Source: an optimization exercise on an open RTL-to-GDS flow (aim: a short achievable clock period and few clock cycles per item). Production flows keep margins and buffers that such runs may drop.
Where RTL was checked, it was by simulation tests only, not by an equivalence proof against the original.
The RTL of runs 1 and 4 was laid out without a check of its function.
Power figures rest on the tool's default switching activity, not on a simulated workload.

==> design.v <==
module bitshift_option_deriver (
    input  wire [7:0] od_in,
    output wire [7:0] opt0,
    output wire [7:0] opt1,
    output wire [7:0] opt2,
    output wire [7:0] opt3
);
    assign opt0 = od_in | {od_in[6:0], 1'b0};
    assign opt1 = od_in & {od_in[6:0], 1'b0};
    assign opt2 = od_in | {1'b0, od_in[7:1]};
    assign opt3 = od_in & {1'b0, od_in[7:1]};
endmodule
module compression_encoder_fsm (
    input  wire       clk,
    input  wire       rst,
    input  wire       in_valid,
    output wire       in_ready,
    input  wire       in_end,
    input  wire [7:0] in_data,
    output wire       out_valid,
    input  wire       out_ready,
    output wire [7:0] out_data,
    output wire       enc_done,
    output wire       enc_collision
);
    localparam Q = 8;
    reg        nrdy;            
    wire       take = in_valid && !nrdy;
    wire [7:0] a_b  = in_end ? 8'h00 : in_data;
    assign in_ready = !(rst || nrdy);
    reg        h0d, h1d;
    reg  [7:0] h0, h1;
    wire [7:0] opt0, opt1, opt2, opt3;
    bitshift_option_deriver u_odr (
        .od_in(h1), .opt0(opt0), .opt1(opt1), .opt2(opt2), .opt3(opt3)
    );
    wire       m_r1 = h1d && h1 == a_b;
    wire       m_r2 = h0d && h0 == a_b;
    wire       m_o0 = h1d && opt0 == a_b;
    wire       m_o1 = h1d && opt1 == a_b;
    wire       m_o2 = h1d && opt2 == a_b;
    wire       m_o3 = h1d && opt3 == a_b;
    wire       f_lit = !(m_r1 || m_r2 || m_o0 || m_o1 || m_o2 || m_o3);
    wire       f_mod = !m_r1 && !m_r2 && (m_o0 || m_o1 || m_o2 || m_o3);
    wire [1:0] f_op  = m_r1 ? 2'b11 : m_r2 ? 2'b10 : f_lit ? 2'b00 : 2'b01;
    wire [1:0] f_sel = m_o0 ? 2'd0 : m_o1 ? 2'd1 : m_o2 ? 2'd2 : 2'd3;
    reg        b_v, b_end;
    reg        b_fl, b_fm;      
    reg  [1:0] b_op, b_sel;
    reg  [7:0] b_lit;
    reg  [3:0] kh;              
    reg  [7:0] cb;              
    reg  [2:0] lt;              
    reg  [7:0] l0, l1, l2;
    reg        coll;
    reg        ended;
    reg  [7:0] ctrl_f;
    always @(*) begin
        ctrl_f = cb;
        if (kh[0]) begin ctrl_f[7:6] = b_op; if (b_fm) ctrl_f[5:4] = b_sel; end
        if (kh[1]) begin ctrl_f[5:4] = b_op; if (b_fm) ctrl_f[3:2] = b_sel; end
        if (kh[2]) begin ctrl_f[3:2] = b_op; if (b_fm) ctrl_f[1:0] = b_sel; end
        if (kh[3]) ctrl_f[1:0] = b_op;
    end
    wire       kk1 = kh[0] && !b_fm;
    wire       kk2 = (kh[1] && !b_fm) || (kh[0] && b_fm);
    wire       kk3 = (kh[2] && !b_fm) || (kh[1] && b_fm);
    wire       x5  = kh[3] && b_fm;
    wire       kfull = kh[3] || (kh[2] && b_fm);           
    wire [7:0] fillm = kk1 ? 8'h3F : kk2 ? 8'h0F : kk3 ? 8'h03 : 8'h00;
    wire [7:0] ctrl1 = b_end ? (ctrl_f | fillm) : ctrl_f;
    wire [7:0] ctrl2 = {b_sel, 6'b111111};
    wire [3:0] nlt = b_fl ? {lt, 1'b1} : {1'b0, lt};
    wire [7:0] nl0 = (b_fl && !lt[0])          ? b_lit : l0;
    wire [7:0] nl1 = (b_fl && lt[0] && !lt[1]) ? b_lit : l1;
    wire [7:0] nl2 = (b_fl && lt[1] && !lt[2]) ? b_lit : l2;
    wire [7:0] nl3 = b_lit;
    wire       endk0 = b_end && kh[0];
    wire       flush = (b_v && kfull) || (b_end && !kh[0]);
    wire       push  = (b_v && kfull) || b_end;
    wire [7:0] t1 = x5 ? ctrl2 : 8'h01;    
    wire [4:0] m5 = {nlt, 1'b1};           
    reg  [7:0] e0, e1, e2, e3, e4, e5;
    reg  [5:0] em;
    always @(*) begin
        e0 = endk0 ? 8'h01 : ctrl1;
        e1 = nlt[0] ? nl0 : t1;
        e2 = nlt[1] ? nl1 : (nlt[0] ? t1 : 8'h01);
        e3 = nlt[2] ? nl2 : (nlt[1] ? t1 : 8'h01);
        e4 = nlt[3] ? nl3 : (nlt[2] ? t1 : 8'h01);
        e5 = nlt[3] ? t1 : 8'h01;
        if (endk0)       em = 6'b000001;
        else if (!b_end) em = {1'b0, m5};
        else if (x5)     em = {m5[3:0], 2'b11};
        else             em = {m5, 1'b1};
    end
    reg  [7:0] q0 [0:Q-1];
    reg  [7:0] q1 [0:Q-1];
    reg  [7:0] q2 [0:Q-1];
    reg  [7:0] q3 [0:Q-1];
    reg  [7:0] q4 [0:Q-1];
    reg  [7:0] q5 [0:Q-1];
    reg  [5:0] qm [0:Q-1];
    reg        ql [0:Q-1];
    reg  [2:0] wp, rp;
    reg  [3:0] qc;
    reg  [7:0] c0, c1, c2, c3, c4, c5;    
    reg  [5:0] cm;                        
    reg        cl;                        
    reg        s0v, s1v, s0l, s1l;
    reg  [7:0] s0d, s1d;
    reg        done;
    wire       mv   = s0v && out_ready;
    wire       ce   = !cm[0];
    wire       qe   = (qc == 4'd0);
    wire       avail = !ce || !qe || push;
    wire       rd    = avail && !s1v;
    reg  [7:0] g0, g1, g2, g3, g4, g5;
    reg  [5:0] gm;
    reg        gl;
    always @(*) begin
        if (!ce) begin
            g0 = c0; g1 = c1; g2 = c2; g3 = c3; g4 = c4; g5 = c5;
            gm = cm; gl = cl;
        end else if (!qe) begin
            g0 = q0[rp]; g1 = q1[rp]; g2 = q2[rp]; g3 = q3[rp]; g4 = q4[rp]; g5 = q5[rp];
            gm = qm[rp]; gl = ql[rp];
        end else begin
            g0 = e0; g1 = e1; g2 = e2; g3 = e3; g4 = e4; g5 = e5;
            gm = em; gl = b_end;
        end
    end
    wire       glast = gl && !gm[1];
    wire       qpop  = ce && !qe;            
    wire       qpush = push && !(ce && qe);  
    assign out_valid     = s0v && !rst;
    assign out_data      = s0d;
    assign enc_done      = done;
    assign enc_collision = coll;
    always @(posedge clk) begin
        b_lit <= a_b;
        b_op  <= f_op;
        b_sel <= f_sel;
        b_fl  <= f_lit;
        b_fm  <= f_mod;
        if (take && !in_end) begin
            h0 <= h1;
            h1 <= in_data;
        end
        if (b_v && b_fl) begin
            if (!lt[0])          l0 <= b_lit;
            if (lt[0] && !lt[1]) l1 <= b_lit;
            if (lt[1] && !lt[2]) l2 <= b_lit;
        end
        if (b_v) cb <= kfull ? (x5 ? {b_sel, 6'b0} : 8'h00) : ctrl_f;
        if (qpush) begin
            q0[wp] <= e0; q1[wp] <= e1; q2[wp] <= e2;
            q3[wp] <= e3; q4[wp] <= e4; q5[wp] <= e5;
            qm[wp] <= em; ql[wp] <= b_end;
        end
        if (rd) begin
            c0 <= g1; c1 <= g2; c2 <= g3; c3 <= g4; c4 <= g5;
        end else if (ce) begin
            c0 <= g0; c1 <= g1; c2 <= g2; c3 <= g3; c4 <= g4; c5 <= g5;
        end
        cl <= gl;
        if (!s0v || mv) begin
            s0d <= s1v ? s1d : g0;
            s0l <= s1v ? s1l : glast;
        end
        if (rd) begin
            s1d <= g0;
            s1l <= glast;
        end
        if (rst) begin
            nrdy  <= 1'b0;
            h0d   <= 1'b0;
            h1d   <= 1'b0;
            b_v   <= 1'b0;
            b_end <= 1'b0;
            kh    <= 4'b0001;
            lt    <= 3'b000;
            coll  <= 1'b0;
            ended <= 1'b0;
            wp    <= 3'd0;
            rp    <= 3'd0;
            qc    <= 4'd0;
            cm    <= 6'd0;
            s0v   <= 1'b0;
            s1v   <= 1'b0;
            done  <= 1'b0;
        end else begin
            if (take && !in_end) begin
                h0d <= h1d;
                h1d <= 1'b1;
            end
            b_v   <= take && !in_end;
            b_end <= take && in_end;
            if (take && in_end) ended <= 1'b1;
            nrdy  <= ended || (take && in_end) || (qc > 4'd4);
            if (b_v) begin
                kh <= b_fm ? {kh[1:0], kh[3:2]} : {kh[2:0], kh[3]};
                lt <= kfull ? 3'b000 : nlt[2:0];
            end
            if (flush && ctrl1 == 8'h01) coll <= 1'b1;
            if (qpush) wp <= wp + 3'd1;
            if (qpop)  rp <= rp + 3'd1;
            qc <= qc + {3'd0, qpush} - {3'd0, qpop};
            if (rd)               cm <= {1'b0, gm[5:1]};
            else if (ce && avail) cm <= gm;
            if (!s0v || mv) begin
                s0v <= s1v || rd;
                s1v <= 1'b0;
            end else if (rd) begin
                s1v <= 1'b1;
            end
            if (mv && s0l) done <= 1'b1;
        end
    end
endmodule
module compression_decoder_fsm (
    input  wire       clk,
    input  wire       rst,
    input  wire       in_valid,
    output wire       in_ready,
    input  wire       in_eof,
    input  wire [7:0] in_data,
    output wire       out_valid,
    input  wire       out_ready,
    output wire [7:0] out_data,
    output wire       dec_done,
    output wire [2:0] dec_status
);
    localparam ST_NONE      = 3'd0;
    localparam ST_SENTINEL  = 3'd1;
    localparam ST_EOF_CTRL  = 3'd2;
    localparam ST_EOF_LIT   = 3'd3;
    localparam ST_EOF_SEL   = 3'd4;
    localparam ST_UNDEF_REF = 3'd5;
    localparam OP_LIT  = 2'b00;
    localparam OP_MODP = 2'b01;
    localparam OP_REP2 = 2'b10;
    localparam OP_REP1 = 2'b11;
    reg        nrdy;
    reg        stopped;
    reg  [2:0] status;
    reg  [2:0] r;           
    reg        udp;         
    reg        sp;          
    reg        first;       
    assign in_ready = !(rst || nrdy);
    wire take = in_valid && !nrdy;
    wire [1:0] s0 = in_data[7:6], s1 = in_data[5:4], s2 = in_data[3:2], s3 = in_data[1:0];
    wire       o0 = !sp;
    wire       o1 = !(o0 && s0 == OP_MODP);
    wire       o2 = !(o1 && s1 == OP_MODP);
    wire       o3 = !(o2 && s2 == OP_MODP);
    wire       g0 = o0 && s0 == OP_LIT;
    wire       g1 = o1 && s1 == OP_LIT;
    wire       g2 = o2 && s2 == OP_LIT;
    wire       g3 = o3 && s3 == OP_LIT;
    wire [2:0] p_nall = {2'b00, g0} + {2'b00, g1} + {2'b00, g2} + {2'b00, g3};
    wire       p_sp   = o3 && s3 == OP_MODP;
    wire       ud0    = first && s0 != OP_LIT;                   
    wire       ud1    = first && s0 == OP_LIT && s1 == OP_REP2;  
    wire [2:0] p_nlit = ud1 ? 3'd1 : p_nall;
    wire       q0 = o0, q1 = o1, q2 = o2, q3 = o3 && s3 != OP_MODP;
    wire [2:0] p_nf = {2'b00, sp} + {2'b00, q0} + {2'b00, q1} + {2'b00, q2} + {2'b00, q3};
    wire [2:0] p_n  = ud0 ? 3'd0 : ud1 ? 3'd1 : p_nf;
    wire       is_ctl = (r == 3'd0);
    wire       is_snt = (in_data == 8'h01);
    reg        t_v, t_sp;
    reg  [7:0] t_c;
    reg [15:0] t_f;
    reg  [2:0] t_n;
    reg  [2:0] t_nx;
    always @(*) begin : fields
        reg         skip;
        reg   [1:0] op;
        integer     i;
        t_f = 16'd0; t_nx = 3'd0; skip = t_sp;
        if (t_sp) begin
            t_f[15:12] = {OP_MODP, t_c[7:6]};
            t_nx = 3'd1;
        end
        for (i = 0; i < 4; i = i + 1) begin
            op = t_c[7-2*i -: 2];
            if (skip) skip = 1'b0;
            else if (op == OP_MODP) begin
                if (i != 3) begin
                    t_f[15-4*t_nx -: 4] = {op, t_c[5-2*i -: 2]};
                    t_nx = t_nx + 3'd1;
                    skip = 1'b1;
                end
            end else begin
                t_f[15-4*t_nx -: 4] = {op, 2'b00};
                t_nx = t_nx + 3'd1;
            end
        end
    end
    reg  [3:0] fq [0:31];
    reg  [4:0] fwp, frp;
    reg  [5:0] fc;
    reg        fne;         
    reg  [7:0] lq [0:31];
    reg  [4:0] lwp, lrp;
    reg  [5:0] lc;
    reg        lne;         
    reg  [7:0] p0, p1;
    reg        s0v, s1v;
    reg  [7:0] s0d, s1d;
    reg        done;
    wire [7:0] opt0, opt1, opt2, opt3;
    bitshift_option_deriver u_odr (
        .od_in(p1), .opt0(opt0), .opt1(opt1), .opt2(opt2), .opt3(opt3)
    );
    wire [3:0] hf    = fq[frp];
    wire [1:0] h_op  = hf[3:2];
    wire [1:0] h_sel = hf[1:0];
    wire       h_lit = (h_op == OP_LIT);
    wire [7:0] hl    = lq[lrp];
    wire       ex    = fne && (!h_lit || lne) && !s1v;
    reg  [7:0] xb;
    always @(*) begin
        case (h_op)
            OP_LIT:  xb = hl;
            OP_REP2: xb = p0;
            OP_REP1: xb = p1;
            default: case (h_sel)
                2'd0:    xb = opt0;
                2'd1:    xb = opt1;
                2'd2:    xb = opt2;
                default: xb = opt3;
            endcase
        endcase
    end
    wire       mv    = s0v && out_ready;
    wire       lpop  = ex && h_lit;
    wire [5:0] fc_n  = fc - {5'd0, ex} + (t_v ? {3'd0, t_n} : 6'd0);
    assign out_valid  = s0v && !rst;
    assign out_data   = s0d;
    assign dec_done   = done;
    assign dec_status = status;
    reg        stop_n;
    reg  [2:0] st_n;
    always @(*) begin
        stop_n = 1'b0;
        st_n   = ST_NONE;
        if (take) begin
            if (is_ctl) begin
                if (in_eof)        begin stop_n = 1'b1; st_n = sp ? ST_EOF_SEL : ST_EOF_CTRL; end
                else if (is_snt)   begin stop_n = 1'b1; st_n = ST_SENTINEL; end
                else if (ud0)      begin stop_n = 1'b1; st_n = ST_UNDEF_REF; end
            end else begin
                if (in_eof)        begin stop_n = 1'b1; st_n = ST_EOF_LIT; end
                else if (r == 3'd1 && udp) begin stop_n = 1'b1; st_n = ST_UNDEF_REF; end
            end
        end
    end
    wire       tok_ctl = take && is_ctl && !in_eof && !is_snt;
    wire       tok_lit = take && !is_ctl && !in_eof;
    wire [2:0] r_n     = tok_ctl ? p_nlit : (tok_lit ? r - 3'd1 : r);
    wire [5:0] lc_n    = lc - {5'd0, lpop} + {5'd0, tok_lit};
    wire [4:0] fw0 = fwp;
    wire [4:0] fw1 = fwp + 5'd1;
    wire [4:0] fw2 = fwp + 5'd2;
    wire [4:0] fw3 = fwp + 5'd3;
    integer j;
    always @(posedge clk) begin
        t_c     <= in_data;
        t_sp    <= sp;
        t_n     <= p_n;
        for (j = 0; j < 32; j = j + 1) begin
            if (t_v && t_n > 3'd0 && fw0 == j)       fq[j] <= t_f[15:12];
            else if (t_v && t_n > 3'd1 && fw1 == j)  fq[j] <= t_f[11:8];
            else if (t_v && t_n > 3'd2 && fw2 == j)  fq[j] <= t_f[7:4];
            else if (t_v && t_n > 3'd3 && fw3 == j)  fq[j] <= t_f[3:0];
        end
        lq[lwp] <= in_data;
        if (ex) begin
            p0 <= p1;
            p1 <= xb;
        end
        if (!s0v || mv)
            s0d <= s1v ? s1d : xb;
        if (ex)
            s1d <= xb;
        if (rst) begin
            nrdy    <= 1'b0;
            stopped <= 1'b0;
            status  <= ST_NONE;
            r       <= 3'd0;
            udp     <= 1'b0;
            sp      <= 1'b0;
            first   <= 1'b1;
            t_v     <= 1'b0;
            fwp     <= 5'd0;
            frp     <= 5'd0;
            fc      <= 6'd0;
            fne     <= 1'b0;
            lwp     <= 5'd0;
            lrp     <= 5'd0;
            lc      <= 6'd0;
            lne     <= 1'b0;
            s0v     <= 1'b0;
            s1v     <= 1'b0;
            done    <= 1'b0;
        end else begin
            t_v <= tok_ctl;
            if (tok_ctl) begin
                udp   <= ud1;
                sp    <= p_sp;
                first <= 1'b0;
            end
            r <= r_n;
            if (stop_n) begin
                stopped <= 1'b1;
                status  <= st_n;
            end
            nrdy <= stopped || stop_n || (r_n == 3'd0 && fc > 6'd16);
            if (t_v) fwp <= fwp + {2'b00, t_n};
            if (ex)  frp <= frp + 5'd1;
            fc  <= fc_n;
            fne <= (fc > 6'd1) || (fc == 6'd1 && !ex) || (t_v && t_n != 3'd0);
            if (tok_lit) lwp <= lwp + 5'd1;
            if (lpop)    lrp <= lrp + 5'd1;
            lc  <= lc_n;
            lne <= (lc > 6'd1) || (lc == 6'd1 && !lpop) || tok_lit;
            if (!s0v || mv) begin
                s0v <= s1v || ex;
                s1v <= 1'b0;
            end else if (ex) begin
                s1v <= 1'b1;
            end
            if (stopped && !t_v && (!fne || (h_lit && !lne)) && !s1v && (!s0v || mv))
                done <= 1'b1;
        end
    end
endmodule
module bitpack_codec (
    input  wire       clk,
    input  wire       rst,
    input  wire       enc_in_valid,
    output wire       enc_in_ready,
    input  wire       enc_in_end,
    input  wire [7:0] enc_in_data,
    output wire       enc_out_valid,
    input  wire       enc_out_ready,
    output wire [7:0] enc_out_data,
    output wire       enc_done,
    output wire       enc_collision,
    input  wire       dec_in_valid,
    output wire       dec_in_ready,
    input  wire       dec_in_eof,
    input  wire [7:0] dec_in_data,
    output wire       dec_out_valid,
    input  wire       dec_out_ready,
    output wire [7:0] dec_out_data,
    output wire       dec_done,
    output wire [2:0] dec_status
);
    compression_encoder_fsm u_enc (
        .clk(clk), .rst(rst),
        .in_valid(enc_in_valid), .in_ready(enc_in_ready),
        .in_end(enc_in_end), .in_data(enc_in_data),
        .out_valid(enc_out_valid), .out_ready(enc_out_ready),
        .out_data(enc_out_data),
        .enc_done(enc_done), .enc_collision(enc_collision)
    );
    compression_decoder_fsm u_dec (
        .clk(clk), .rst(rst),
        .in_valid(dec_in_valid), .in_ready(dec_in_ready),
        .in_eof(dec_in_eof), .in_data(dec_in_data),
        .out_valid(dec_out_valid), .out_ready(dec_out_ready),
        .out_data(dec_out_data),
        .dec_done(dec_done), .dec_status(dec_status)
    );
endmodule
==> run.sh <==
#!/bin/bash
# synth_recipe.tcl (not shown) runs the flow's synth.tcl, then flattens the netlist and writes it again
# the make line also repeats each setting of config.mk as NAME=value (left out here)
make -C /OpenROAD-flow-scripts/flow DESIGN_CONFIG=/design/flow/config.mk WORK_HOME=/design/flow/orfs CLKGATE_MAP_FILE= SYNTH_SCRIPT=/design/flow/synth_recipe.tcl finish
==> config.mk <==
export PLATFORM = sky130hd
export DESIGN_NAME = bitpack_codec
export DESIGN_NICKNAME = bitpack_codec
export VERILOG_FILES = /design/flow/design.v
export SDC_FILE = /design/flow/constraint.sdc
export NUM_CORES = 4
export LEC_CHECK = 0
export ABC_CLOCK_PERIOD_IN_PS = 2000
export CAP_MARGIN = 20
export CORE_MARGIN = 2
export CORE_UTILIZATION = 40
export SETUP_SLACK_MARGIN = 3.2
export SLEW_MARGIN = 20
==> constraint.sdc <==
create_clock -name core_clock -period 6.0 [get_ports {clk}]
set_input_delay 1.2000 -clock core_clock [delete_from_list [all_inputs] [get_ports {clk}]]
set_output_delay 1.2000 -clock core_clock [all_outputs]
set_load 0.01 [all_outputs]
==> results of run 1 <==
[state kept, by name, summed over array words and instances, names as in the netlist, 24 cells and up, named ones only]
name,flops
u_dec.fq,128
u_dec.lq,256
u_enc.q0,64
u_enc.q1,64
u_enc.q2,64
u_enc.q3,64
u_enc.q4,64
u_enc.q5,24
u_enc.qm,40
[cells in the mapped netlist, types with 8 or more instances]
master                      count
sky130_fd_sc_hd__nand2_1      290
sky130_fd_sc_hd__o211ai_1      37
sky130_fd_sc_hd__a21o_1        15
sky130_fd_sc_hd__a221o_1       15
sky130_fd_sc_hd__nand2b_1      40
sky130_fd_sc_hd__buf_2         14
sky130_fd_sc_hd__o21ai_0      150
sky130_fd_sc_hd__mux2i_1      162
sky130_fd_sc_hd__and2_1        22
sky130_fd_sc_hd__a21oi_1      133
sky130_fd_sc_hd__xnor2_1       37
sky130_fd_sc_hd__nor3_1        51
sky130_fd_sc_hd__a22oi_1       46
sky130_fd_sc_hd__o221ai_1      57
sky130_fd_sc_hd__clkbuf_1     155
sky130_fd_sc_hd__dfxtp_1      117
sky130_fd_sc_hd__nand3b_1       9
sky130_fd_sc_hd__a22o_1         9
sky130_fd_sc_hd__mux4_2       180
sky130_fd_sc_hd__a221oi_1      10
sky130_fd_sc_hd__nor2b_1       33
sky130_fd_sc_hd__or2_2          9
sky130_fd_sc_hd__ha_1          54
sky130_fd_sc_hd__o21a_1         8
sky130_fd_sc_hd__a31oi_1       16
sky130_fd_sc_hd__a211oi_1      15
sky130_fd_sc_hd__a222oi_1      20
sky130_fd_sc_hd__o22ai_1       28
sky130_fd_sc_hd__nand3_1       65
sky130_fd_sc_hd__nor2_1       327
sky130_fd_sc_hd__o2111ai_1     10
sky130_fd_sc_hd__mux2_2        44
sky130_fd_sc_hd__edfxtp_1     914
sky130_fd_sc_hd__nand4_1       15
sky130_fd_sc_hd__buf_1         32
sky130_fd_sc_hd__inv_1         84
sky130_fd_sc_hd__and3_1        15
sky130_fd_sc_hd__xor2_1        23
[cell usage in the layout (no fill, tap or decap), types with 18 or more instances in the layout]
cell type,synthesis,final
sky130_fd_sc_hd__clkbuf_1,155,25
sky130_fd_sc_hd__buf_4,4,98
sky130_fd_sc_hd__a222oi_1,20,20
sky130_fd_sc_hd__clkdlybuf4s50_1,0,27
sky130_fd_sc_hd__nor2b_1,33,25
sky130_fd_sc_hd__buf_6,6,31
sky130_fd_sc_hd__a22oi_1,46,38
sky130_fd_sc_hd__mux4_2,180,180
sky130_fd_sc_hd__nand3_1,65,61
sky130_fd_sc_hd__a21oi_1,133,123
sky130_fd_sc_hd__nand2b_1,40,35
sky130_fd_sc_hd__nor2_4,0,21
sky130_fd_sc_hd__o211ai_1,37,37
sky130_fd_sc_hd__o21ai_1,5,20
sky130_fd_sc_hd__nor2_1,327,292
sky130_fd_sc_hd__xor2_1,23,20
sky130_fd_sc_hd__clkbuf_16,0,108
sky130_fd_sc_hd__mux2_2,44,38
sky130_fd_sc_hd__xnor2_1,37,30
sky130_fd_sc_hd__inv_1,84,74
sky130_fd_sc_hd__dfxtp_1,117,96
sky130_fd_sc_hd__o221ai_1,57,55
sky130_fd_sc_hd__edfxtp_1,914,914
sky130_fd_sc_hd__o21ai_0,150,128
sky130_fd_sc_hd__o22ai_1,28,23
sky130_fd_sc_hd__mux2i_1,162,156
sky130_fd_sc_hd__buf_12,0,18
sky130_fd_sc_hd__ha_1,54,41
sky130_fd_sc_hd__nand2_1,290,275
sky130_fd_sc_hd__nor3_1,51,33
[worst min path at each step]
stage / startpoint / endpoint / slack (ns) / cells after the start
final: u_enc.ended / u_enc.ended / 0.45 / 1
after global routing: u_enc.ended / u_enc.ended / 0.48 / 1
after CTS: u_enc.ended / u_enc.ended / 0.45 / 1
after detailed placement: u_enc.ended / u_enc.ended / 0.44 / 1
after global placement: u_enc.ended / u_enc.ended / 0.43 / 1
after floorplan: u_dec.sp / u_dec.t_sp / 0.39 / 0
[stage by stage]
stage	instance area, um2	hold slack (ns)	setup WS, ns	total power, uW
after floorplan	47600	0.387	2.06	12900
after global placement	49500	0.431	1.31	14400
after detailed placement	49500	0.439	1.33	14500
after CTS	54900	0.453	2.28	22200
after global routing	55500	0.479	2.13	23300
final	55500	0.450	2.25	22400
[routing by layer]
| metal | vias up | track usage (%) | share of wire (%) |
|---|---|---|---|
| met5 | - | 0 | 0.0051 |
| met4 | 2 | 6.39 | 3.1 |
| li1 | 13500 | - | - |
| met3 | 267 | 3.97 | 9.3 |
| met2 | 1618 | 33.2 | 44 |
| met1 | 15800 | 33.1 | 44 |
[cells by family (layout without fill, tap and decap cells)]
kind of cell	count (synthesis)	count (layout)	share of synthesized area (%)
adders and majority gates	65	65	1.78
and+or+nand+nor	924	928	8.86
xor gates and xnor gates	60	60	1.12
AOI/OAI and AO/OA	639	640	9.21
other	0	2	0
muxes	391	391	13.2
buffers and inverters	300	502	2.56
DFF	1031	1031	63.2
[where the power goes]
part	internal, uW	switching (uW)	total, uW
logic	3050	3550	6600
clock network	3880	2840	6730
registers	8570	453	9030
[repair_timing]
item / 4_1_cts / 5_1_grt
gates resized for setup: 219 / 118
setup buffers: 79 / 15
gates cloned: 9 / 6
pin swaps: 48 / 18
endpoints found under the setup margin: 889 / 466
[layout make-up]
cell class	instances	share of cell area, %
repair buffers	217	4.34
diodes	2	0.00901
inverters	89	0.633
flip-flops and latches	1031	53.7
clock inverters	62	1.47
well taps	1524	3.43
repair inverters	1	0.0135
clock buffers	133	4.95
multi-input cells	2084	31.4
[critical path: cells and delay by family (launching register included)]
kind            cells  cell delay (ns)
flops               1             0.36
buf+inv             4             0.31
xor+xnor            1             0.16
compound gates      3             0.56
simple gates        8             1.18
fa+ha+maj           5             1.01
==> parameters.txt, run 1 <==
Parameter                              Value

Run status
  Status ... finished clean

Detailed routing
  DRC violation total after the first TritonRoute iteration ... 4,427
  Routed vias/inst ... 6.07
  Pre-Repair DR Iteration Count ... 9
  Total number of vias ... 31,200
  Antenna viol nets, final ... 0
  Count of unresolved DRC violations after routing ... 0
  Routed Wire Length ... 138,000 um
  WL/cell ... 26.7 um

Setup path
  Crit Reg-Reg Startpoint ... u_dec.frp[0]
  Startpoint of the worst setup timing path ... u_dec.frp[0]
  Cell repeated most along the worst path ... sky130_fd_sc_hd__ha_4
  Slowest cell on the critical path ... sky130_fd_sc_hd__or4_4
  Register-to-register path setup slack ... 2.25 ns
  Critical path endpoint ... u_dec.lc[4]
  Category of the worst setup path launch point ... register
  Setup Crit Path Kind ... reg2reg
  Data required time at the worst endpoint ... 6.55 ns
  Crit path capture type ... register
  Worst endpoint data arrival time ... 4.30 ns
  Worst Path Max Fanout ... 4
  End of the worst register-to-register path ... u_dec.lc[4]
  Worst r2r path cells ... 21
  Delay of the slowest critical-path stage ... 0.58 ns
  Cells along the critical path ... ha_4 -> inv_4 -> nor2_4 -> ha_4 -> a22oi_2 -> nand4_1 -> or4_4 -> o31ai_4 -> buf_6 -> and2_4 -> nand2_4 -> clkinv_4 -> ha_4 -> inv_2 -> ha_4 -> fa_2 -> a21oi_2 -> nor2_1 -> nor2_1 -> xor2_1 -> nor2_1

Die
  Core Area ... 117,000 um2
  Die W ... 347 um
  Area enclosed by the die boundary ... 121,000 um2
  Top Ports ... 50
  Die Height ... 347 um
  Starting density of the core ... 40.4%
  # rows ... 125

CTS
  H-tree depth reported by CTS ... 3
  Clock transition at path regs ... 0.06 ns
  Root buf cell ... sky130_fd_sc_hd__clkbuf_16
  Maximum buffer depth of the clock tree ... 3
  Clock tree from TritonCTS ... yes
  TritonCTS Buffers ... 104
  Clock insertion delay at the later pin of the skew report ... 0.71 ns
  Hold-fix buffers, CTS ... 0
  Clk sinks ... 1,031

Synthesis
  Top cell type by total area after synthesis ... sky130_fd_sc_hd__edfxtp_1
  Post-synth EDFFs ... 914
  Synthesized area divided by synthesized cell count ... 13.8 um2
  Synthesized Nets ... 3,493
  Cell area after synthesis ... 47,100 um2
  Number of register bits inferred by synthesis ... 1,031
  Area share of the leading cell type in the synthesized netlist ... 58.3%
  Post-synth top flop ... sky130_fd_sc_hd__edfxtp_1
  Top cells by area, synth ... sky130_fd_sc_hd__edfxtp_1 (58%), sky130_fd_sc_hd__mux4_2 (8.6%), sky130_fd_sc_hd__dfxtp_1 (5.0%), sky130_fd_sc_hd__mux2i_1 (3.4%), sky130_fd_sc_hd__nor2_1 (2.6%)
  Count of yosys warnings during synthesis ... 3
  Proportion of register bits with asynchronous set or reset after synthesis ... 0%
  Instance count of the mapped netlist ... 3,410
  Proportion of synthesized chip area in sequential cells ... 63.2%
  Number of distinct library cells after synthesis ... 86

Run
  Total of max-cap violations ... 0

Power
  Maximum resistive drop on vdd ... 0.000296 V
  P_leak ... 0.0183 uW
  Power density relative to cell area ... 403 nW/um2

Place
  Placed cell count ... 4,836
  Count of input and output buffers ... 49
  Gpl congestion ... 0.976
  HPWL after DPL ... 85,000 um

Layout
  Fill cell instance count of the final layout ... 9,978
  Storage cell area ... 29,900 um2
  Nets ... 3,611
  Fraction of layout instances using a drive strength above 1 ... 22.2%
  Syn-to-layout area delta ... 17.9%
  Area taken by multi-input logic gates ... 17,400 um2
  Non-filler instance count after layout ... 5,143
  Fin util ... 47.7%

Hold path
  Class of the tightest hold or removal check ... reg2reg

STA
  Hold violation total from the final report ... 0
  Upper clock frequency limit ... 267 MHz
  Final clock skew ... 0.0666 ns
  Time the worst path needs with I/O delays and setup ... 3.75 ns
  Number of pins exceeding their max-slew limit in the final report ... 0
  Ratio of final minimum period to clock period ... 62.5%
  Setup repair after global routing missed its margin ... true
  Final Setup Violations ... 0
  Tightest slew margin relative to the limit ... 19.5%
  TNS Setup ... 0 ns
  Transition at the pin with the smallest max-transition slack ... 1.21 ns

Global route
  Number of antenna violations at the first check in global routing ... 5
  Overflow left after global routing ... 0
  Vias in the first global route ... 29,900
  Total global routing track utilization ... 22.2%
  Maximum number of pins on one net before global-route repair ... 59
  Global-route wire length before repair ... 201,000 um
==> inputs of run 2 (changes only) <==
--- a/design.v
+++ b/design.v
@@ -298,14 +298,15 @@
             end
         end
     end
-    reg  [3:0] fq [0:31];
-    reg  [4:0] fwp, frp;
-    reg  [5:0] fc;
+    localparam DT = 8;
+    localparam DF = DT + 12;
+    reg  [3:0] fq [0:DF-1];
+    reg  [4:0] fc;
     reg        fne;         
-    reg  [7:0] lq [0:31];
-    reg  [4:0] lwp, lrp;
-    reg  [5:0] lc;
+    reg  [7:0] lq [0:DF-1];
+    reg  [4:0] lc;
     reg        lne;         
+    reg  [3:0] t_m;         
     reg  [7:0] p0, p1;
     reg        s0v, s1v;
     reg  [7:0] s0d, s1d;
@@ -314,11 +315,11 @@
     bitshift_option_deriver u_odr (
         .od_in(p1), .opt0(opt0), .opt1(opt1), .opt2(opt2), .opt3(opt3)
     );
-    wire [3:0] hf    = fq[frp];
+    wire [3:0] hf    = fq[0];
     wire [1:0] h_op  = hf[3:2];
     wire [1:0] h_sel = hf[1:0];
     wire       h_lit = (h_op == OP_LIT);
-    wire [7:0] hl    = lq[lrp];
+    wire [7:0] hl    = lq[0];
     wire       ex    = fne && (!h_lit || lne) && !s1v;
     reg  [7:0] xb;
     always @(*) begin
@@ -336,7 +337,9 @@
     end
     wire       mv    = s0v && out_ready;
     wire       lpop  = ex && h_lit;
-    wire [5:0] fc_n  = fc - {5'd0, ex} + (t_v ? {3'd0, t_n} : 6'd0);
+    wire [4:0] fsum  = fc + {2'b00, t_n & {3{t_v}}};
+    wire [4:0] fc_n  = ex ? fsum - 5'd1 : fsum;
+    wire       fne_n = ex ? (fsum > 5'd1) : (fsum != 5'd0);
     assign out_valid  = s0v && !rst;
     assign out_data   = s0d;
     assign dec_done   = done;
@@ -360,23 +363,37 @@
     wire       tok_ctl = take && is_ctl && !in_eof && !is_snt;
     wire       tok_lit = take && !is_ctl && !in_eof;
     wire [2:0] r_n     = tok_ctl ? p_nlit : (tok_lit ? r - 3'd1 : r);
-    wire [5:0] lc_n    = lc - {5'd0, lpop} + {5'd0, tok_lit};
-    wire [4:0] fw0 = fwp;
-    wire [4:0] fw1 = fwp + 5'd1;
-    wire [4:0] fw2 = fwp + 5'd2;
-    wire [4:0] fw3 = fwp + 5'd3;
+    wire [4:0] lc_p    = lpop ? lc - 5'd1 : lc;
+    wire [4:0] lc_n    = tok_lit ? lc_p + 5'd1 : lc_p;
+    wire       lne_n   = tok_lit || (lpop ? (lc > 5'd1) : (lc != 5'd0));
+    reg  [3:0] fq_d [0:DF-1];
+    always @(*) begin : fqd
+        integer jj, ii;
+        reg hit;
+        for (jj = 0; jj < DF; jj = jj + 1) begin
+            fq_d[jj] = (ex && jj < DF - 1) ? fq[jj+1] : fq[jj];
+            hit = 1'b0;
+            for (ii = 0; ii < 4; ii = ii + 1) begin
+                if (!hit && t_m[ii] && (ex ? (fc == jj + 1 - ii) : (fc == jj - ii))) begin
+                    fq_d[jj] = t_f[15-4*ii -: 4];
+                    hit = 1'b1;
+                end
+            end
+        end
+    end
     integer j;
     always @(posedge clk) begin
         t_c     <= in_data;
         t_sp    <= sp;
         t_n     <= p_n;
-        for (j = 0; j < 32; j = j + 1) begin
-            if (t_v && t_n > 3'd0 && fw0 == j)       fq[j] <= t_f[15:12];
-            else if (t_v && t_n > 3'd1 && fw1 == j)  fq[j] <= t_f[11:8];
-            else if (t_v && t_n > 3'd2 && fw2 == j)  fq[j] <= t_f[7:4];
-            else if (t_v && t_n > 3'd3 && fw3 == j)  fq[j] <= t_f[3:0];
+        t_m     <= {p_n > 3'd3, p_n > 3'd2, p_n > 3'd1, p_n > 3'd0} & {4{tok_ctl}};
+        for (j = 0; j < DF; j = j + 1) begin
+            fq[j] <= fq_d[j];
+            if (lpop ? (lc == j + 1) : (lc == j))
+                lq[j] <= in_data;
+            else if (lpop && j < DF - 1)
+                lq[j] <= lq[j+1];
         end
-        lq[lwp] <= in_data;
         if (ex) begin
             p0 <= p1;
             p1 <= xb;
@@ -394,13 +411,9 @@
             sp      <= 1'b0;
             first   <= 1'b1;
             t_v     <= 1'b0;
-            fwp     <= 5'd0;
-            frp     <= 5'd0;
-            fc      <= 6'd0;
+            fc      <= 5'd0;
             fne     <= 1'b0;
-            lwp     <= 5'd0;
-            lrp     <= 5'd0;
-            lc      <= 6'd0;
+            lc      <= 5'd0;
             lne     <= 1'b0;
             s0v     <= 1'b0;
             s1v     <= 1'b0;
@@ -417,15 +430,11 @@
                 stopped <= 1'b1;
                 status  <= st_n;
             end
-            nrdy <= stopped || stop_n || (r_n == 3'd0 && fc > 6'd16);
-            if (t_v) fwp <= fwp + {2'b00, t_n};
-            if (ex)  frp <= frp + 5'd1;
+            nrdy <= stopped || stop_n || (r_n == 3'd0 && fc > DT);
             fc  <= fc_n;
-            fne <= (fc > 6'd1) || (fc == 6'd1 && !ex) || (t_v && t_n != 3'd0);
-            if (tok_lit) lwp <= lwp + 5'd1;
-            if (lpop)    lrp <= lrp + 5'd1;
+            fne <= fne_n;
             lc  <= lc_n;
-            lne <= (lc > 6'd1) || (lc == 6'd1 && !lpop) || tok_lit;
+            lne <= lne_n;
             if (!s0v || mv) begin
                 s0v <= s1v || ex;
                 s1v <= 1'b0;
--- a/config.mk
+++ b/config.mk
@@ -5,9 +5,9 @@
 export SDC_FILE = /design/flow/constraint.sdc
 export NUM_CORES = 4
 export LEC_CHECK = 0
-export ABC_CLOCK_PERIOD_IN_PS = 2000
 export CAP_MARGIN = 20
 export CORE_MARGIN = 2
 export CORE_UTILIZATION = 40
-export SETUP_SLACK_MARGIN = 3.2
+export SETUP_SLACK_MARGIN = 3.4
 export SLEW_MARGIN = 20
+export TNS_END_PERCENT = 100
==> run 2 against run 1 <==
Net effect: largest power group unchanged; first-iteration DRC count decreased by 30%; highest routed layer unchanged; wire length is 22% lower; global-route usage fell by 1.9 points; via count fell by 16%; power down 16%; worst hold slack better by 0.0012 ns; count of clock-buffer cells in the layout decreased by 9; final area decreased by 15%; final cell count down 15%; still clean on timing, DRC and antenna; utilization increased by 0.24 points; clock power down 17%.
==> parameters.txt, run 2 <==
Parameter                              Value

Layout
  Commonest cells after routing, fill and taps aside ... sky130_fd_sc_hd__edfxtp_1 (770), sky130_fd_sc_hd__mux2_2 (190), sky130_fd_sc_hd__nand2_1 (186)
  Nets ... 3,040 (-16%)
  Largest Register ... u_dec.lq
  Largest regs ... u_dec.lq (160), u_dec.fq (80)
  Most frequent standard cell in the layout excluding fill and tap cells ... sky130_fd_sc_hd__edfxtp_1
  Ant diodes ... 0 (-2)
  Fraction of layout instances using a drive strength above 1 ... 27.8% (+5.6 points)
  Non-filler instance count after layout ... 4,352 (-15%)
  Number of flip-flops under the largest register name ... 160 (-38%)
  Syn-to-layout area delta ... 18.7%

Die
  Top Ports ... 50 (unchanged)
  Die Height ... 319 um (-8.0%)
  Area enclosed by the die boundary ... 102,000 um2 (-15%)
  Core Area ... 98,600 um2 (-15%)
  Starting density of the core ... 40.4% (-0.043 points)
  # rows ... 115 (-8.0%)
  Die W ... 319 um (-8.0%)

Power
  Power density relative to cell area ... 396 nW/um2 (-1.6%)
  P_leak ... 0.0159 uW (-13%)
  Maximum resistive drop on vdd ... 0.000260 V (-12%)
  Final Total Pwr ... 18,700 uW (-16%)

Global route
  Overflow left after global routing ... 0 (unchanged)
  Vias in the first global route ... 26,100 (-13%)
  Global-route wire length before repair ... 160,000 um (-20%)
  Maximum number of pins on one net before global-route repair ... 50 (-15%)
  Number of antenna violations at the first check in global routing ... 1 (-4)
  Total global routing track utilization ... 20.3% (-1.9 points)

Place
  Gpl congestion ... 0.908 (-6.9%)
  HPWL after DPL ... 61,500 um (-28%)
  Count of input and output buffers ... 49 (unchanged)
  Placed cell count ... 4,051 (-16%)

Synthesis
  Most frequent cell after synthesis ... sky130_fd_sc_hd__edfxtp_1
  Synthesized area divided by synthesized cell count ... 13.9 um2 (+0.36%)
  Synthesized Nets ... 2,926 (-16%)
  Number of register bits inferred by synthesis ... 864 (-16%)
  Instance count of the mapped netlist ... 2,871 (-16%)
  Cell area after synthesis ... 39,800 um2 (-15%)
  Top cell type by total area after synthesis ... sky130_fd_sc_hd__edfxtp_1
  Post-synth top flop ... sky130_fd_sc_hd__edfxtp_1
  Top cells by count, synth ... sky130_fd_sc_hd__edfxtp_1 (770), sky130_fd_sc_hd__nand2_1 (192), sky130_fd_sc_hd__mux2_2 (191)
  Area share of the leading cell type in the synthesized netlist ... 58.1% (-0.18 points)
  Top cells by area, synth ... sky130_fd_sc_hd__edfxtp_1 (58%), sky130_fd_sc_hd__mux4_2 (5.5%), sky130_fd_sc_hd__mux2_2 (5.4%), sky130_fd_sc_hd__dfxtp_1 (4.7%), sky130_fd_sc_hd__nand2_1 (1.8%)
  Number of distinct library cells after synthesis ... 92 (+7.0%)
  Proportion of register bits with asynchronous set or reset after synthesis ... 0% (unchanged)
  Count of yosys warnings during synthesis ... 5 (+2)
  Post-synth EDFFs ... 770 (-16%)
  Proportion of synthesized chip area in sequential cells ... 62.8% (-0.42 points)

CTS
  H-tree depth reported by CTS ... 3 (unchanged)
  Hold-fix buffers, CTS ... 0 (unchanged)
  Clock transition at path regs ... 0.06 ns (about the same)
  TritonCTS Buffers ... 92 (-12%)
  Clk sinks ... 864 (-16%)
  Root buf cell ... sky130_fd_sc_hd__clkbuf_16
  Maximum buffer depth of the clock tree ... 3 (unchanged)
  Clock tree from TritonCTS ... yes
  Clock insertion delay at the later pin of the skew report ... 0.68 ns (-0.03 ns)

Setup path
  Category of the worst setup path launch point ... primary input
  Buf/Inv on CP ... 3 (-1)
  Crit path capture type ... primary output
  Register-to-register path setup slack ... 3.37 ns (+1.12 ns)
  Worst r2r path cells ... 8 (-62%)
  Slowest cell on the critical path ... sky130_fd_sc_hd__nor2b_4
  Worst Path Max Fanout ... 6 (+2)
  Data required time at the worst endpoint ... 4.80 ns (-1.75 ns)
  Delay of the slowest critical-path stage ... 0.14 ns (-0.44 ns)
  Worst endpoint data arrival time ... 1.74 ns (-2.56 ns)
  Setup Crit Path Kind ... in2out
  Cells along the critical path ... buf_16 -> buf_12 -> nor2b_4 -> buf_6
  Crit-path leading delay family ... buffers and inverters
  Logic depth of the worst setup path including buffers ... 4 (-81%)

STA
  Final Setup Violations ... 0 (unchanged)
  Upper clock frequency limit ... 340 MHz (+27%)
  Ratio of final minimum period to clock period ... 49.0% (-13 points)
  Transition at the pin with the smallest max-transition slack ... 1.17 ns (-0.0318 ns)
  Time the worst path needs with I/O delays and setup ... 2.94 ns (-0.806 ns)
  Setup repair after global routing missed its margin ... true
  Hold violation total from the final report ... 0 (unchanged)
  Number of pins exceeding their max-slew limit in the final report ... 0 (unchanged)
  Final clock skew ... 0.0214 ns (-0.0451 ns)
  TNS Setup ... 0 ns (unchanged)
  Worst hold slack ... 0.451 ns (+0.00116 ns)
  Tightest slew margin relative to the limit ... 21.2% (+1.7 points)

Detailed routing
  Antenna viol nets, final ... 0 (unchanged)
  WL/cell ... 24.6 um (-8.1%)
  DRC violation total after the first TritonRoute iteration ... 3,094 (-30%)
  Total number of vias ... 26,300 (-16%)
  Routed vias/inst ... 6.04 (-0.46%)
  Count of unresolved DRC violations after routing ... 0 (unchanged)
  Pre-Repair DR Iteration Count ... 10 (+1)
  Routed Wire Length ... 107,000 um (-22%)

Run
  Total of max-cap violations ... 0 (unchanged)

Hold path
  Hold depth ... 1 (unchanged)
  Class of the tightest hold or removal check ... reg2reg

Run status
  Status ... finished clean
## run 2: final cells by class
type | count | area, um2
fill | 8274 | 51300
sequential | 864 | 25100
multi-input combinational | 1758 | 14900
clock buffer | 124 | 2540
timing repair buffer | 224 | 2510
tap | 1287 | 1610
clock inverter | 50 | 462
inverter | 45 | 176
## run 2: final timing paths
| kind | start | endpoint |
|---|---|---|
| worst min register to register | u_enc.ended | u_enc.ended |
| worst min-delay path | u_enc.ended | u_enc.ended |
| worst max register to register | u_dec.fq[0][3] | u_dec.lq[11][2] |
| worst max-delay path | rst | enc_out_valid |
## run 2: metrics by stage
stage,utilization (%),worst slack (ns),instance area (um2)
after floorplan,-,2.70,40200
after CTS,47.0,3.04,46300
after global routing,47.9,3.03,47200
after detailed placement,42.3,1.60,41700
after global placement,42.3,1.70,41700
final,47.9,3.06,47200
## run 2: power by group
group          switching (uW)  leakage (uW)  internal (uW)  total [uW]
Sequential                528       0.00810           7490        8020
Clock                    2370       0.00148           3240        5610
Combinational            2900       0.00635           2190        5080
Total                    5790        0.0159          12900       18700
## run 2: worst reg2reg max path, cell delays in order, from the launching register on
cell,delay (ns)
sky130_fd_sc_hd__edfxtp_1,0.47
sky130_fd_sc_hd__buf_6,0.17
sky130_fd_sc_hd__nor4b_4,0.20
sky130_fd_sc_hd__buf_4,0.18
sky130_fd_sc_hd__and2_4,0.20
sky130_fd_sc_hd__nand2_4,0.05
sky130_fd_sc_hd__mux2_4,0.29
sky130_fd_sc_hd__or3b_4,0.48
sky130_fd_sc_hd__mux2_4,0.34
## run 2: cells by family after synthesis
logic type / after synthesis / share of synthesized area [%]
XOR/XNOR: 40 / 0.880
AO/OA/AOI/OAI: 581 / 10.3
buffers and inverters: 253 / 2.57
AND/OR/NAND/NOR: 745 / 9.58
multiplexers: 357 / 12.8
flip-flops: 864 / 62.8
adder cells (fa/ha/maj): 31 / 1.03
## run 2: what timing repair did
item | in CTS | in global routing
pin swaps | 27 | 36
setup buffers | 74 | 36
cloned | 10 | 6
resized for setup | 246 | 135
setup endpoints to repair | 1057 | 488
## run 2: metal layers
metal / vias to the layer above / wire, um / global-route usage [%]
met4: 2 / 2780 / 6.22
met1: 13300 / 45000 / 27.6
li1: 11600 / - / -
met3: 237 / 7930 / 3.33
met2: 1190 / 51200 / 33.2
met5: - / 9 / 0
Testbench counts of run 2, summed over its fixed seeds: cycles 55,811, items 54,748.
==> inputs of run 3 (changes only) <==
--- a/config.mk
+++ b/config.mk
@@ -5,9 +5,9 @@
 export SDC_FILE = /design/flow/constraint.sdc
 export NUM_CORES = 4
 export LEC_CHECK = 0
+export ABC_CLOCK_PERIOD_IN_PS = 2000
 export CAP_MARGIN = 20
 export CORE_MARGIN = 2
 export CORE_UTILIZATION = 40
-export SETUP_SLACK_MARGIN = 3.4
+export SETUP_SLACK_MARGIN = 3.2
 export SLEW_MARGIN = 20
-export TNS_END_PERCENT = 100
==> run 3 against run 2 <==
Net effect: largest cell class unchanged; critical endpoint unchanged; still clean on timing, DRC and antenna; critical path depth is the same; worst setup slack lost 0.032 ns; synthesized cell count is the same; worst hold slack gained 0.0066 ns; wire length shrank 2.2%; register-to-register slack lost 0.14 ns; via count shrank 1.4%.
==> parameters.txt, run 3 <==
Parameter                              Value

STA
  Upper clock frequency limit ... 336 MHz (-1.1%)
  Final clock skew ... 0.0353 ns (+0.0139 ns)
  Number of pins exceeding their max-slew limit in the final report ... 0 (unchanged)
  Tightest slew margin relative to the limit ... 17.8% (-3.4 points)
  Hold violation total from the final report ... 0 (unchanged)
  Setup repair after global routing missed its margin ... true
  TNS Setup ... 0 ns (unchanged)
  Transition at the pin with the smallest max-transition slack ... 1.22 ns (+0.0506 ns)
  Final Setup Violations ... 0 (unchanged)
  Ratio of final minimum period to clock period ... 49.6% (+0.54 points)
  Time the worst path needs with I/O delays and setup ... 2.97 ns (+0.0322 ns)

Place
  HPWL after DPL ... 62,900 um (+2.1%)
  Count of input and output buffers ... 49 (unchanged)
  Gpl congestion ... 0.925 (+1.8%)
  Placed cell count ... 4,054 (+0.074%)

Synthesis
  Top cells by area, synth ... sky130_fd_sc_hd__edfxtp_1 (58%), sky130_fd_sc_hd__mux4_2 (5.5%), sky130_fd_sc_hd__mux2_2 (5.4%), sky130_fd_sc_hd__dfxtp_1 (4.7%), sky130_fd_sc_hd__nand2_1 (1.8%)
  Top cells by count, synth ... sky130_fd_sc_hd__edfxtp_1 (770), sky130_fd_sc_hd__nand2_1 (192), sky130_fd_sc_hd__mux2_2 (191)
  Cell area after synthesis ... 39,800 um2 (unchanged)
  Number of distinct library cells after synthesis ... 92 (unchanged)
  Instance count of the mapped netlist ... 2,871 (unchanged)
  Post-synth top flop ... sky130_fd_sc_hd__edfxtp_1
  Proportion of register bits with asynchronous set or reset after synthesis ... 0% (unchanged)
  Proportion of synthesized chip area in sequential cells ... 62.8% (unchanged)
  Most frequent cell after synthesis ... sky130_fd_sc_hd__edfxtp_1
  Area share of the leading cell type in the synthesized netlist ... 58.1% (unchanged)
  Top cell type by total area after synthesis ... sky130_fd_sc_hd__edfxtp_1
  Number of register bits inferred by synthesis ... 864 (unchanged)
  Synthesized Nets ... 2,926 (unchanged)
  Count of yosys warnings during synthesis ... 5 (unchanged)
  Synthesized area divided by synthesized cell count ... 13.9 um2 (unchanged)
  Post-synth EDFFs ... 770 (unchanged)

CTS
  Hold-fix buffers, CTS ... 0 (unchanged)
  Clock tree from TritonCTS ... yes
  Maximum buffer depth of the clock tree ... 3 (unchanged)
  Root buf cell ... sky130_fd_sc_hd__clkbuf_16
  TritonCTS Buffers ... 94 (+2.2%)
  Clock transition at path regs ... 0.06 ns (about the same)
  Clock insertion delay at the later pin of the skew report ... 0.68 ns (about the same)
  H-tree depth reported by CTS ... 3 (unchanged)
  Clk sinks ... 864 (unchanged)

Power
  Maximum resistive drop on vdd ... 0.000222 V (-15%)
  Final Total Pwr ... 18,500 uW (-0.99%)
  P_leak ... 0.0155 uW (-2.8%)
  Power density relative to cell area ... 402 nW/um2 (+1.5%)

Run
  Total of max-cap violations ... 0 (unchanged)

Setup path
  End of the worst register-to-register path ... u_dec.fq[12][3]
  Delay of the slowest critical-path stage ... 0.17 ns (+0.03 ns)
  Crit path capture type ... primary output
  Critical path endpoint ... enc_out_valid
  Worst Path Max Fanout ... 6 (unchanged)
  Worst endpoint data arrival time ... 1.77 ns (+0.03 ns)
  Worst r2r path cells ... 5 (-3)
  Startpoint of the worst setup timing path ... rst
  Data required time at the worst endpoint ... 4.80 ns (about the same)
  Category of the worst setup path launch point ... primary input
  Slowest cell on the critical path ... sky130_fd_sc_hd__nor2b_4
  Cells along the critical path ... buf_16 -> buf_12 -> nor2b_4 -> buf_6
  Register-to-register path setup slack ... 3.23 ns (-0.14 ns)
  Crit Reg-Reg Startpoint ... u_dec.t_m[2]
  Setup Crit Path Kind ... in2out

Layout
  Fin util ... 46.8% (-1.2 points)
  Commonest cells after routing, fill and taps aside ... sky130_fd_sc_hd__edfxtp_1 (770), sky130_fd_sc_hd__mux2_2 (191), sky130_fd_sc_hd__nand2_1 (186)
  Ant diodes ... 0 (unchanged)
  Syn-to-layout area delta ... 15.8%
  Non-filler instance count after layout ... 4,297 (-1.3%)
  Fraction of layout instances using a drive strength above 1 ... 24.3% (-3.5 points)
  Fill cell instance count of the final layout ... 8,494 (+2.7%)
  Nets ... 2,984 (-1.8%)
  Most frequent standard cell in the layout excluding fill and tap cells ... sky130_fd_sc_hd__edfxtp_1
  Largest regs ... u_dec.lq (160), u_dec.fq (80)
  Number of flip-flops under the largest register name ... 160 (unchanged)
  Largest Register ... u_dec.lq

Detailed routing
  DRC violation total after the first TritonRoute iteration ... 3,050 (-1.4%)
  Routed Wire Length ... 105,000 um (-2.2%)
  Routed vias/inst ... 6.03 (-0.18%)
  Antenna viol nets, final ... 0 (unchanged)
  WL/cell ... 24.3 um (-0.97%)
  Pre-Repair DR Iteration Count ... 7 (-3)
  Count of unresolved DRC violations after routing ... 0 (unchanged)
  Total number of vias ... 25,900 (-1.4%)

Global route
  Global-route wire length before repair ... 158,000 um (-1.2%)
  Maximum number of pins on one net before global-route repair ... 60 (+20%)
  Overflow left after global routing ... 0 (unchanged)
  Total global routing track utilization ... 20.0% (-0.24 points)
  Number of antenna violations at the first check in global routing ... 4 (+3)
  Vias in the first global route ... 25,900 (-0.64%)

Die
  Die W ... 319 um (unchanged)
  Starting density of the core ... 40.4% (unchanged)
  Die Height ... 319 um (unchanged)
  Top Ports ... 50 (unchanged)
  Area enclosed by the die boundary ... 102,000 um2 (unchanged)
  # rows ... 115 (unchanged)
  Core Area ... 98,600 um2 (unchanged)

Run status
  Status ... finished clean

Hold path
  Class of the tightest hold or removal check ... reg2reg
-- run 3: through the flow --
| step | area (um2) | hold WS [ns] | setup slack (ns) |
|---|---|---|---|
| global route | 46100 | 0.479 | 3.02 |
| finish | 46100 | 0.457 | 3.03 |
| detailed placement | 41700 | 0.435 | 1.49 |
| global placement | 41700 | 0.429 | 1.61 |
| floorplan | 40100 | 0.418 | 2.70 |
| CTS | 45600 | 0.454 | 3.02 |
-- run 3: cell families after synthesis --
kind of cell    after synthesis  synth area share (%)
compound gates              581                  10.3
xor+xnor                     40                 0.880
fa+ha+maj                    31                  1.03
buf+inv                     253                  2.57
flops                       864                  62.8
mux                         357                  12.8
simple gates                745                  9.58
-- run 3: cell type report --
cell class / count / area [um2] / area share, %
tap: 1287 / 1610 / 3.49
clock inverter: 56 / 577 / 1.25
sequential: 864 / 25000 / 54.3
timing repair buffer: 169 / 1720 / 3.72
multi-input combinational: 1755 / 14400 / 31.3
inverter: 45 / 173 / 0.375
clock buffer: 121 / 2540 / 5.50
-- run 3: how the worst min path moves through the flow --
stage | depth (start not counted) | slack [ns] | from | to
final | 1 | 0.46 | u_enc.ended | u_enc.ended
after CTS | 1 | 0.45 | u_enc.ended | u_enc.ended
after global routing | 1 | 0.48 | u_enc.ended | u_enc.ended
after global placement | 1 | 0.43 | u_enc.ended | u_enc.ended
after floorplan | 1 | 0.42 | u_enc.ended | u_enc.ended
after detailed placement | 1 | 0.43 | u_enc.ended | u_enc.ended
-- run 3: repair_timing --
item / CTS / global route
endpoints found under the setup margin: 819 / 245
gates cloned: 4 / 1
pin swaps: 13 / 11
endpoints found under the hold margin: 0 / 0
buffers inserted: 38 / 22
resized for setup: 141 / 72
-- run 3: report_power, final --
| group | total [uW] | switching (uW) | internal [uW] | leakage (uW) |
|---|---|---|---|---|
| clock network | 5750 | 2430 | 3320 | 0.00151 |
| registers | 7970 | 479 | 7490 | 0.00810 |
| logic | 4810 | 2830 | 1980 | 0.00588 |
| total | 18500 | 5740 | 12800 | 0.0155 |
-- run 3: critical path, delay by kind of cell --
kind,cells,cell delay (ns)
buffers and inverters,3,0.39
and+or+nand+nor,1,0.17
-- run 3: layer usage --
layer	routed length (um)	up-vias	part of all wire (%)	GRT usage, %
met5	8	-	0.0077	0
met4	3290	2	3.1	7.29
met3	7520	251	7.2	2.86
met2	48800	1192	47	31.9
met1	44900	13100	43	28.0
li1	-	11400	-	-
==> inputs of run 4 (changes only) <==
--- a/design.v
+++ b/design.v
@@ -27,6 +27,8 @@
     reg        nrdy;            
     wire       take = in_valid && !nrdy;
     wire [7:0] a_b  = in_end ? 8'h00 : in_data;
+    reg        rst_q;
+    reg        s0n;             
     assign in_ready = !(rst || nrdy);
     reg        h0d, h1d;
     reg  [7:0] h0, h1;
@@ -133,7 +135,7 @@
     wire       glast = gl && !gm[1];
     wire       qpop  = ce && !qe;            
     wire       qpush = push && !(ce && qe);  
-    assign out_valid     = s0v && !rst;
+    assign out_valid     = !(rst || s0n);
     assign out_data      = s0d;
     assign enc_done      = done;
     assign enc_collision = coll;
@@ -172,7 +174,8 @@
             s1d <= g0;
             s1l <= glast;
         end
-        if (rst) begin
+        rst_q <= rst;
+        if (rst_q) begin
             nrdy  <= 1'b0;
             h0d   <= 1'b0;
             h1d   <= 1'b0;
@@ -187,6 +190,7 @@
             qc    <= 4'd0;
             cm    <= 6'd0;
             s0v   <= 1'b0;
+            s0n   <= 1'b1;
             s1v   <= 1'b0;
             done  <= 1'b0;
         end else begin
@@ -210,12 +214,19 @@
             else if (ce && avail) cm <= gm;
             if (!s0v || mv) begin
                 s0v <= s1v || rd;
+                s0n <= !(s1v || rd);
                 s1v <= 1'b0;
             end else if (rd) begin
                 s1v <= 1'b1;
             end
             if (mv && s0l) done <= 1'b1;
         end
+        if (rst) begin
+            nrdy <= 1'b1;
+            s0v  <= 1'b0;
+            s0n  <= 1'b1;
+            done <= 1'b0;
+        end
     end
 endmodule
 module compression_decoder_fsm (
@@ -248,6 +259,8 @@
     reg        udp;         
     reg        sp;          
     reg        first;       
+    reg        rst_q;
+    reg        s0n;             
     assign in_ready = !(rst || nrdy);
     wire take = in_valid && !nrdy;
     wire [1:0] s0 = in_data[7:6], s1 = in_data[5:4], s2 = in_data[3:2], s3 = in_data[1:0];
@@ -340,7 +353,7 @@
     wire [4:0] fsum  = fc + {2'b00, t_n & {3{t_v}}};
     wire [4:0] fc_n  = ex ? fsum - 5'd1 : fsum;
     wire       fne_n = ex ? (fsum > 5'd1) : (fsum != 5'd0);
-    assign out_valid  = s0v && !rst;
+    assign out_valid  = !(rst || s0n);
     assign out_data   = s0d;
     assign dec_done   = done;
     assign dec_status = status;
@@ -402,7 +415,8 @@
             s0d <= s1v ? s1d : xb;
         if (ex)
             s1d <= xb;
-        if (rst) begin
+        rst_q <= rst;
+        if (rst_q) begin
             nrdy    <= 1'b0;
             stopped <= 1'b0;
             status  <= ST_NONE;
@@ -416,6 +430,7 @@
             lc      <= 5'd0;
             lne     <= 1'b0;
             s0v     <= 1'b0;
+            s0n     <= 1'b1;
             s1v     <= 1'b0;
             done    <= 1'b0;
         end else begin
@@ -437,6 +452,7 @@
             lne <= lne_n;
             if (!s0v || mv) begin
                 s0v <= s1v || ex;
+                s0n <= !(s1v || ex);
                 s1v <= 1'b0;
             end else if (ex) begin
                 s1v <= 1'b1;
@@ -444,6 +460,12 @@
             if (stopped && !t_v && (!fne || (h_lit && !lne)) && !s1v && (!s0v || mv))
                 done <= 1'b1;
         end
+        if (rst) begin
+            nrdy <= 1'b1;
+            s0v  <= 1'b0;
+            s0n  <= 1'b1;
+            done <= 1'b0;
+        end
     end
 endmodule
 module bitpack_codec (
==> run 4 against run 3 <==
Net effect: count of clock-buffer cells in the layout fell by 8; clock skew fell by 0.012 ns; non-clock buffer count fell by 7; power fell by 4.1%; global-route usage fell by 0.42 points; clock power fell by 5.6%; worst hold slack got worse by 0.013 ns; wire length fell by 2.3%; critical path depth rose by 7; via count rose by 0.47%.
==> parameters.txt, run 4 <==
Parameter                              Value

Synthesis
  Top cells by count, synth ... sky130_fd_sc_hd__edfxtp_1 (770), sky130_fd_sc_hd__nand2_1 (205), sky130_fd_sc_hd__mux2_2 (201)
  Number of register bits inferred by synthesis ... 867 (+0.35%)
  Synthesized Nets ... 2,982 (+1.9%)
  Post-synth EDFFs ... 770 (unchanged)
  Most frequent cell after synthesis ... sky130_fd_sc_hd__edfxtp_1
  Top cells by area, synth ... sky130_fd_sc_hd__edfxtp_1 (58%), sky130_fd_sc_hd__mux2_2 (5.6%), sky130_fd_sc_hd__mux4_2 (5.4%), sky130_fd_sc_hd__dfxtp_1 (4.8%), sky130_fd_sc_hd__mux2i_1 (1.9%)
  Proportion of register bits with asynchronous set or reset after synthesis ... 0% (unchanged)
  Post-synth top flop ... sky130_fd_sc_hd__edfxtp_1
  Count of yosys warnings during synthesis ... 5 (unchanged)
  Number of distinct library cells after synthesis ... 97 (+5.4%)
  Cell area after synthesis ... 40,100 um2 (+0.80%)
  Top cell type by total area after synthesis ... sky130_fd_sc_hd__edfxtp_1
  Area share of the leading cell type in the synthesized netlist ... 57.6% (-0.46 points)
  Synthesized area divided by synthesized cell count ... 13.7 um2 (-1.1%)
  Instance count of the mapped netlist ... 2,927 (+2.0%)
  Proportion of synthesized chip area in sequential cells ... 62.5% (-0.35 points)

Setup path
  Crit Reg-Reg Startpoint ... u_dec.s1v
  Setup Crit Path Kind ... in2reg
  Slowest cell on the critical path ... sky130_fd_sc_hd__or4_1
  End of the worst register-to-register path ... u_dec.fq[15][1]
  Worst r2r path cells ... 9 (+4)
  Cells along the critical path ... buf_8 -> buf_12 -> nor3b_4 -> buf_6 -> nor3b_4 -> nor2_2 -> a211oi_2 -> fa_2 -> or4_1 -> o21ai_1 -> a311o_1
  Crit path capture type ... register
  Register-to-register path setup slack ... 3.23 ns (about the same)
  Worst Path Max Fanout ... 3 (-3)
  Category of the worst setup path launch point ... primary input
  Cell repeated most along the worst path ... sky130_fd_sc_hd__nor3b_4
  Delay of the slowest critical-path stage ... 0.51 ns (+0.34 ns)
  Buf/Inv on CP ... 3 (unchanged)
  Worst endpoint data arrival time ... 3.51 ns (+1.74 ns)
  Crit-path leading delay family ... simple AND/OR/NAND/NOR gates
  Data required time at the worst endpoint ... 6.61 ns (+1.81 ns)

CTS
  H-tree depth reported by CTS ... 3 (unchanged)
  Clock insertion delay at the later pin of the skew report ... 0.66 ns (-0.02 ns)
  Clock tree from TritonCTS ... yes
  Clk sinks ... 867 (+0.35%)
  Maximum buffer depth of the clock tree ... 3 (unchanged)
  TritonCTS Buffers ... 90 (-4.3%)
  Clock transition at path regs ... 0.07 ns (about the same)
  Root buf cell ... sky130_fd_sc_hd__clkbuf_16

Layout
  Fill cell instance count of the final layout ... 8,597 (+1.2%)
  Most frequent standard cell in the layout excluding fill and tap cells ... sky130_fd_sc_hd__edfxtp_1
  Largest regs ... u_dec.lq (160), u_dec.fq (80)
  Largest Register ... u_dec.lq
  Storage cell area ... 25,100 um2 (+0.22%)
  Fraction of layout instances using a drive strength above 1 ... 22.7% (-1.6 points)
  Syn-to-layout area delta ... 14.4%
  Nets ... 3,028 (+1.5%)
  Number of flip-flops under the largest register name ... 160 (unchanged)
  Commonest cells after routing, fill and taps aside ... sky130_fd_sc_hd__edfxtp_1 (770), sky130_fd_sc_hd__nand2_1 (202), sky130_fd_sc_hd__mux2_2 (201)
  Ant diodes ... 0 (unchanged)
  Area taken by multi-input logic gates ... 14,500 um2 (+0.52%)

Detailed routing
  Routed Wire Length ... 102,000 um (-2.3%)
  DRC violation total after the first TritonRoute iteration ... 3,074 (+0.79%)
  Total number of vias ... 26,000 (+0.47%)
  Antenna viol nets, final ... 0 (unchanged)
  Routed vias/inst ... 5.99 (-0.64%)
  Count of unresolved DRC violations after routing ... 0 (unchanged)
  Pre-Repair DR Iteration Count ... 9 (+2)
  WL/cell ... 23.5 um (-3.4%)

STA
  Number of pins exceeding their max-slew limit in the final report ... 0 (unchanged)
  Final Setup Violations ... 0 (unchanged)
  Worst hold slack ... 0.445 ns (-0.0125 ns)
  Final clock skew ... 0.0234 ns (-0.0119 ns)
  Hold violation total from the final report ... 0 (unchanged)
  Ratio of final minimum period to clock period ... 48.4% (-1.1 points)
  Time the worst path needs with I/O delays and setup ... 2.91 ns (-0.0679 ns)
  Setup repair after global routing missed its margin ... true
  Tightest slew margin relative to the limit ... 28.5% (+11 points)
  Upper clock frequency limit ... 344 MHz (+2.3%)
  Transition at the pin with the smallest max-transition slack ... 1.07 ns (-0.156 ns)
  TNS Setup ... 0 ns (unchanged)

Global route
  Number of antenna violations at the first check in global routing ... 2 (-2)
  Vias in the first global route ... 26,200 (+1.3%)
  Total global routing track utilization ... 19.6% (-0.42 points)
  Maximum number of pins on one net before global-route repair ... 65 (+8.3%)
  Overflow left after global routing ... 0 (unchanged)
  Global-route wire length before repair ... 157,000 um (-0.85%)

Power
  Power density relative to cell area ... 387 nW/um2 (-3.7%)
  Maximum resistive drop on vdd ... 0.000269 V (+21%)
  P_leak ... 0.0151 uW (-2.3%)

Die
  # rows ... 116 (+0.87%)
  Die Height ... 321 um (+0.39%)
  Starting density of the core ... 40.2% (-0.15 points)
  Area enclosed by the die boundary ... 103,000 um2 (+0.79%)
  Die W ... 321 um (+0.39%)
  Top Ports ... 50 (unchanged)
  Core Area ... 99,700 um2 (+1.2%)

Run status
  Status ... finished clean

Hold path
  Class of the tightest hold or removal check ... reg2reg
  Startpoint of the lowest-slack hold path ... u_enc.cm[4]
  Sink of the worst hold path ... u_enc.cm[4]
  Hold depth ... 2 (+1)

Run
  Total of max-cap violations ... 0 (unchanged)

Place
  Count of input and output buffers ... 49 (unchanged)
  HPWL after DPL ... 61,700 um (-1.8%)
  Gpl congestion ... 0.913 (-1.3%)
## run 4: cell count changes after synthesis, moves of 10 or more
cell / change
sky130_fd_sc_hd__o21ai_0: +20
sky130_fd_sc_hd__a22oi_1: +16
sky130_fd_sc_hd__nor2_1: +18
sky130_fd_sc_hd__buf_1: +12
sky130_fd_sc_hd__nand2_1: +13
sky130_fd_sc_hd__mux2_2: +10
sky130_fd_sc_hd__clkbuf_1: -19
sky130_fd_sc_hd__o22ai_1: +12
sky130_fd_sc_hd__mux2i_1: +19
sky130_fd_sc_hd__a21oi_1: -13
## run 4: where the power goes
group / internal [uW] / switching [uW]
combinational: 1940 / 2640
clock: 3100 / 2330
sequential: 7390 / 386
## run 4: routing by layer
layer  wire [um]  part of all wire, %  global-route usage [%]  vias to the layer above
met5          13                0.013                       0                        -
met4        2240                  2.2                    5.97                        2
met3        7670                  7.5                    3.44                      188
met2       47500                   46                    31.0                     1070
met1       44700                   44                    27.6                    13200
li1            -                    -                       -                    11600
## run 4: metrics by stage
step	setup WS, ns	cells	total power, uW	util, %	area [um2]
after floorplan	2.81	2927	10800	-	40300
after global placement	1.70	4117	12000	42.1	42000
after detailed placement	1.61	4118	12100	42.1	42000
after CTS	3.07	4322	17800	45.7	45500
after global routing	3.06	4345	18600	46.0	45900
final	3.09	4345	17800	46.0	45900
## run 4: worst max path at each step
| stage | start | to | slack, ns | depth (start not counted) |
|---|---|---|---|---|
| after detailed placement | dec_in_data[4] | u_dec.nrdy | 1.61 | 8 |
| after global routing | dec_in_data[6] | u_dec.nrdy | 3.06 | 11 |
| after CTS | rst | enc_in_ready | 3.07 | 3 |
| final | dec_in_data[6] | u_dec.nrdy | 3.09 | 11 |
| after global placement | dec_in_data[5] | u_dec.nrdy | 1.70 | 9 |
| after floorplan | u_enc.kh[2] | u_enc.q0[0][0] | 2.81 | 6 |
## run 4: timing repair
action / 4_1_cts / 5_1_grt
pin swaps: 18 / 12
gates cloned: 3 / 1
endpoints found under the setup margin: 948 / 344
buffers inserted: 35 / 22
hold buffers: 0 / 0
resized for setup: 131 / 52
## run 4: cells by family after synthesis
logic type,synth area share [%]
AO/OA/AOI/OAI,10.8
XOR/XNOR,0.764
adder cells (fa/ha/maj),1.02
buffers and inverters,2.68
flip-flops,62.5
multiplexers,13.0
AND/OR/NAND/NOR,9.36
## run 4: final cells by class
| cell class | count | share of cell area, % |
|---|---|---|
| sequential | 867 | 54.7 |
| multi-input combinational | 1798 | 31.6 |
| clock buffer | 113 | 5.23 |
| tap | 1298 | 3.54 |
| timing repair buffer | 162 | 3.47 |
| clock inverter | 53 | 1.00 |
| inverter | 54 | 0.453 |
## run 4: worst register-to-register path: cells and delay by family (launching register included)
kind / cells / cell delay [ns]
AND/OR/NAND/NOR: 4 / 0.81
AO/OA/AOI/OAI: 2 / 0.49
buffers and inverters: 3 / 0.76
flip-flops: 1 / 0.40
